Source: an optimization exercise on an open RTL-to-GDS flow (aim: small area). Production flows keep margins and buffers that such runs may drop.
Only simulation tests tie the RTL to the original design; equivalence was not proved.
Power figures rest on the tool's default switching activity, not on a simulated workload.

Design triple_codec, start of the top module:
module triple_codec (
    input  wire         clk,
    input  wire         rst,
    input  wire         tx_valid,
    output wire         tx_ready,
    input  wire         tx_fd,
    input  wire [7:0]   tx_channel,
    input  wire [31:0]  tx_id,
    input  wire         tx_ext,
    input  wire         tx_rtr,
    input  wire         tx_brs,
    input  wire         tx_esi,
    input  wire [7:0]   tx_len,
    input  wire [511:0] tx_data,
    output wire         txo_valid,
    input  wire         txo_ready,
    output wire [7:0]   txo_byte,
    output wire         txo_last,
    output wire         tx_err_valid,
    output wire [1:0]   tx_err_code,
    input  wire         rx_in_valid,
    input  wire [7:0]   rx_in_byte,
    output wire         rx_valid,
    output wire [2:0]   rx_kind,
    output wire [7:0]   rx_info,
    output wire [7:0]   rx_raw_len,
    output wire [7:0]   rx_ulen,
    output wire [6:0]   rx_channel,
    output wire [31:0]  rx_id,
    output wire         rx_ext,
    output wire         rx_rtr,
    output wire         rx_brs,
    output wire         rx_esi,
    output wire [6:0]   rx_len,
    output wire [511:0] rx_data,
    output wire         rx_overflow
);
Size in the first run: about 1,200 flip-flops, about 1,200 I/O pins, about 43,000 um2 of cells after synthesis.
==> module triple_tx, before the edit <==
module triple_tx #(
    parameter CHANNEL_COUNT = 112
) (
    input  wire         clk,
    input  wire         rst,
    input  wire         tx_valid,
    output wire         tx_ready,
    input  wire         tx_fd,
    input  wire [7:0]   tx_channel,
    input  wire [31:0]  tx_id,
    input  wire         tx_ext,
    input  wire         tx_rtr,
    input  wire         tx_brs,
    input  wire         tx_esi,
    input  wire [7:0]   tx_len,
    input  wire [511:0] tx_data,
    output wire         txo_valid,
    input  wire         txo_ready,
    output reg  [7:0]   txo_byte,
    output wire         txo_last,
    output reg          tx_err_valid,
    output wire [1:0]   tx_err_code
);
    localparam [7:0] START  = 8'h0F;
    localparam [7:0] END    = 8'hEF;
    localparam [7:0] ESCAPE = 8'h1F;
    localparam [7:0] TX_CAN = 8'h81;
    localparam [2:0] S_IDLE  = 3'd0;
    localparam [2:0] S_SCAN  = 3'd1;
    localparam [2:0] S_START = 3'd2;
    localparam [2:0] S_LEN   = 3'd3;
    localparam [2:0] S_CMD   = 3'd4;
    localparam [2:0] S_BODY  = 3'd5;
    localparam [2:0] S_END   = 3'd6;
    localparam [1:0] ERR_INVALID_LENGTH = 2'd1;
    localparam [1:0] ERR_CHANNEL_RANGE  = 2'd2;
    function is_special;
        input [7:0] b;
        begin
            is_special = (b == START) || (b == END) || (b == ESCAPE);
        end
    endfunction
    reg  [2:0]   state;
    reg          err_chan;   
    wire         idle = (state == S_IDLE);
    reg          len_ok;
    reg  [3:0]   code;
    always @* begin
        len_ok = 1'b0;
        code   = 4'd0;
        if (tx_len <= 8'd8) begin
            len_ok = 1'b1;
            code   = tx_len[3:0];
        end else if (tx_fd) begin
            case (tx_len)
                8'd12: begin len_ok = 1'b1; code = 4'h9; end
                8'd16: begin len_ok = 1'b1; code = 4'hA; end
                8'd20: begin len_ok = 1'b1; code = 4'hB; end
                8'd24: begin len_ok = 1'b1; code = 4'hC; end
                8'd32: begin len_ok = 1'b1; code = 4'hD; end
                8'd48: begin len_ok = 1'b1; code = 4'hE; end
                8'd64: begin len_ok = 1'b1; code = 4'hF; end
                default: begin len_ok = 1'b0; code = 4'h0; end
            endcase
        end
    end
    wire chan_ok = (tx_channel < CHANNEL_COUNT);
    reg  [8*70-1:0] bb;
    reg  [7:0]      L_q;      
    reg  [6:0]      k;        
    reg             esc_sent;
    always @(posedge clk) begin
        if (idle) begin
            bb[8*0 +: 8]  <= tx_id[31:24];
            bb[8*1 +: 8]  <= tx_id[23:16];
            bb[8*2 +: 8]  <= tx_id[15:8];
            bb[8*3 +: 8]  <= tx_id[7:0];
            bb[8*4 +: 8]  <= {tx_ext, tx_rtr, tx_fd, tx_fd & tx_brs, code};
            bb[8*5 +: 8]  <= {tx_fd & tx_esi, tx_channel[6:0]};
            bb[8*70-1:48] <= tx_data;
        end
    end
    wire [8*72-1:0]  m0 = {bb[8*70-1:8*68], bb};
    wire [8*18-1:0]  m1;
    wire [8*5-1:0]   m2;
    wire [8*2-1:0]   m3;
    genvar g;
    generate
        for (g = 0; g < 18; g = g + 1) begin : g_m1
            assign m1[8*g +: 8] = m0[32*g + 8*k[1:0] +: 8];
        end
        for (g = 0; g < 4; g = g + 1) begin : g_m2
            assign m2[8*g +: 8] = m1[32*g + 8*k[3:2] +: 8];
        end
        assign m2[8*4 +: 8] = k[2] ? m1[8*17 +: 8] : m1[8*16 +: 8];
    endgenerate
    assign m3[7:0]  = m2[8*k[5:4] +: 8];
    assign m3[15:8] = m2[8*4 +: 8];
    wire [7:0] cur_b = k[6] ? m3[15:8] : m3[7:0];
    wire [3:0] cap_code = bb[8*4 +: 4];
    wire       cap_fd   = bb[8*4 + 5];
    reg  [6:0] last_k;
    always @* begin
        last_k = 7'd5 + {3'd0, cap_code};
        if (cap_fd)
            case (cap_code)
                4'h9: last_k = 7'd5 + 7'd12;
                4'hA: last_k = 7'd5 + 7'd16;
                4'hB: last_k = 7'd5 + 7'd20;
                4'hC: last_k = 7'd5 + 7'd24;
                4'hD: last_k = 7'd5 + 7'd32;
                4'hE: last_k = 7'd5 + 7'd48;
                4'hF: last_k = 7'd5 + 7'd64;
                default: ;
            endcase
    end
    wire       k_last  = (k == last_k);
    reg  [7:0] cur;
    always @* begin
        case (state)
            S_START: cur = START;
            S_LEN:   cur = L_q;
            S_CMD:   cur = TX_CAN;
            S_END:   cur = END;
            default: cur = cur_b;
        endcase
    end
    wire cur_special = is_special(cur);
    wire stuffable   = (state == S_LEN) || (state == S_BODY);
    wire need_esc    = stuffable && cur_special && !esc_sent;
    assign tx_err_code = err_chan ? ERR_CHANNEL_RANGE : ERR_INVALID_LENGTH;
    assign tx_ready  = idle;
    assign txo_valid = (state != S_IDLE) && (state != S_SCAN);
    assign txo_last  = (state == S_END);
    always @* txo_byte = need_esc ? ESCAPE : cur;
    always @(posedge clk) begin
        if (rst) begin
            state        <= S_IDLE;
            tx_err_valid <= 1'b0;
        end else begin
            tx_err_valid <= 1'b0;
            case (state)
                S_IDLE: begin
                    k        <= 7'd0;
                    esc_sent <= 1'b0;
                    L_q      <= 8'd4;
                    if (tx_valid) begin
                        if (!len_ok) begin
                            tx_err_valid <= 1'b1;
                            err_chan     <= 1'b0;
                        end else if (!chan_ok) begin
                            tx_err_valid <= 1'b1;
                            err_chan     <= 1'b1;
                        end else begin
                            state <= S_SCAN;
                        end
                    end
                end
                S_SCAN: begin
                    L_q <= L_q + {6'd0, cur_special, !cur_special};
                    if (k_last) begin
                        k     <= 7'd0;
                        state <= S_START;
                    end else begin
                        k <= k + 7'd1;
                    end
                end
                default: begin
                    if (txo_ready) begin
                        if (need_esc) begin
                            esc_sent <= 1'b1;
                        end else begin
                            esc_sent <= 1'b0;
                            case (state)
                                S_START: state <= S_LEN;
                                S_LEN:   state <= S_CMD;
                                S_CMD:   state <= S_BODY;
                                S_BODY: begin
                                    if (k_last) state <= S_END;
                                    k <= k + 7'd1;
                                end
                                default: state <= S_IDLE;
                            endcase
                        end
                    end
                end
            endcase
        end
    end
endmodule
==> flow/config.mk <==
export PLATFORM = sky130hd
export DESIGN_NAME = triple_codec
export DESIGN_NICKNAME = triple_codec
export VERILOG_FILES = /design/flow/design.v
export SDC_FILE = /design/flow/constraint.sdc
export NUM_CORES = 4
export LEC_CHECK = 0
export CAP_MARGIN = 20
export CORE_MARGIN = 2
export CORE_UTILIZATION = 40
export CTS_BUF_LIST = sky130_fd_sc_hd__clkbuf_16
export CTS_CLUSTER_DIAMETER = 80
export CTS_CLUSTER_SIZE = 30
export SLEW_MARGIN = 20
==> flow/constraint.sdc <==
create_clock -name core_clock -period 10.0 [get_ports {clk}]
set_input_delay 2.0000 -clock core_clock [delete_from_list [all_inputs] [get_ports {clk}]]
set_output_delay 2.0000 -clock core_clock [all_outputs]
set_load 0.01 [all_outputs]
standard.sh (not shown) runs the stock make flow with config.mk's settings and CLKGATE_MAP_FILE= SYNTH_SCRIPT=/design/flow/synth_recipe.tcl, a recipe that flattens the netlist after the stock synthesis.
==> flow/flow/run.sh <==
#!/bin/bash
# Standard ORFS layout, with the port buffers made of the smallest buffer
# cell (sky130_fd_sc_hd__buf_1) instead of the cell buffer_ports picks
# by default. Everything else is the standard flow's own flow (standard.sh).
set -euo pipefail
export BUFFER_PORTS_ARGS="-buffer_cell sky130_fd_sc_hd__buf_1"
bash standard.sh > standard.log 2>&1
Rerun with:
--- a/flow/design.v
+++ b/flow/design.v
@@ -18,9 +18,9 @@
     input  wire         txo_ready,
     output reg  [7:0]   txo_byte,
     output wire         txo_last,
     output reg          tx_err_valid,
-    output wire [1:0]   tx_err_code
+    output reg  [1:0]   tx_err_code
 );
     localparam [7:0] START  = 8'h0F;
     localparam [7:0] END    = 8'hEF;
     localparam [7:0] ESCAPE = 8'h1F;
@@ -40,9 +40,8 @@
             is_special = (b == START) || (b == END) || (b == ESCAPE);
         end
     endfunction
     reg  [2:0]   state;
-    reg          err_chan;   
     wire         idle = (state == S_IDLE);
     reg          len_ok;
     reg  [3:0]   code;
     always @* begin
@@ -79,25 +78,9 @@
             bb[8*5 +: 8]  <= {tx_fd & tx_esi, tx_channel[6:0]};
             bb[8*70-1:48] <= tx_data;
         end
     end
-    wire [8*72-1:0]  m0 = {bb[8*70-1:8*68], bb};
-    wire [8*18-1:0]  m1;
-    wire [8*5-1:0]   m2;
-    wire [8*2-1:0]   m3;
-    genvar g;
-    generate
-        for (g = 0; g < 18; g = g + 1) begin : g_m1
-            assign m1[8*g +: 8] = m0[32*g + 8*k[1:0] +: 8];
-        end
-        for (g = 0; g < 4; g = g + 1) begin : g_m2
-            assign m2[8*g +: 8] = m1[32*g + 8*k[3:2] +: 8];
-        end
-        assign m2[8*4 +: 8] = k[2] ? m1[8*17 +: 8] : m1[8*16 +: 8];
-    endgenerate
-    assign m3[7:0]  = m2[8*k[5:4] +: 8];
-    assign m3[15:8] = m2[8*4 +: 8];
-    wire [7:0] cur_b = k[6] ? m3[15:8] : m3[7:0];
+    wire [7:0] cur_b   = bb[8*k +: 8];
     wire [3:0] cap_code = bb[8*4 +: 4];
     wire       cap_fd   = bb[8*4 + 5];
     reg  [6:0] last_k;
     always @* begin
@@ -127,9 +110,8 @@
     end
     wire cur_special = is_special(cur);
     wire stuffable   = (state == S_LEN) || (state == S_BODY);
     wire need_esc    = stuffable && cur_special && !esc_sent;
-    assign tx_err_code = err_chan ? ERR_CHANNEL_RANGE : ERR_INVALID_LENGTH;
     assign tx_ready  = idle;
     assign txo_valid = (state != S_IDLE) && (state != S_SCAN);
     assign txo_last  = (state == S_END);
     always @* txo_byte = need_esc ? ESCAPE : cur;
@@ -146,12 +128,12 @@
                     L_q      <= 8'd4;
                     if (tx_valid) begin
                         if (!len_ok) begin
                             tx_err_valid <= 1'b1;
-                            err_chan     <= 1'b0;
+                            tx_err_code  <= ERR_INVALID_LENGTH;
                         end else if (!chan_ok) begin
                             tx_err_valid <= 1'b1;
-                            err_chan     <= 1'b1;
+                            tx_err_code  <= ERR_CHANNEL_RANGE;
                         end else begin
                             state <= S_SCAN;
                         end
                     end
Effect: Clock skew came out higher by 0.011 ns; via count goes up slightly; total power came out lower slightly; wire length drops slightly; sequential power came out lower slightly; clock-buffer cell count rises by 1; fmax came out higher by a few percent; clock power barely changes; non-clock buffer count went up by 10.

## separate check: timing with driven ports
The results above use ideal ports. As a check the final layouts listed here were re-extracted and re-timed, cells and wires unchanged. Step 1: set_driving_cell puts a clkbuf_16 on clk and a buf_2 on each other input, an assumption about the parent block. Step 2 adds t to the input delays and takes it off the output delays; t is the mean of the earliest and latest rising clock arrival at the registers after step 1. Input paths then give back, and output paths get back, about the clock's delay inside the block. a / b / c = ideal ports / drivers / drivers and shift; a / b = the first two.
run | shift t [ns] | setup WS [ns] | worst data-port slew with drivers (ns)
the first run | 0.740 | 2.874 / 2.807 / 3.547 | 0.26
the second run | 0.741 | 3.036 / 2.967 / 3.708 | 0.18
After both steps every run listed still meets setup and hold.
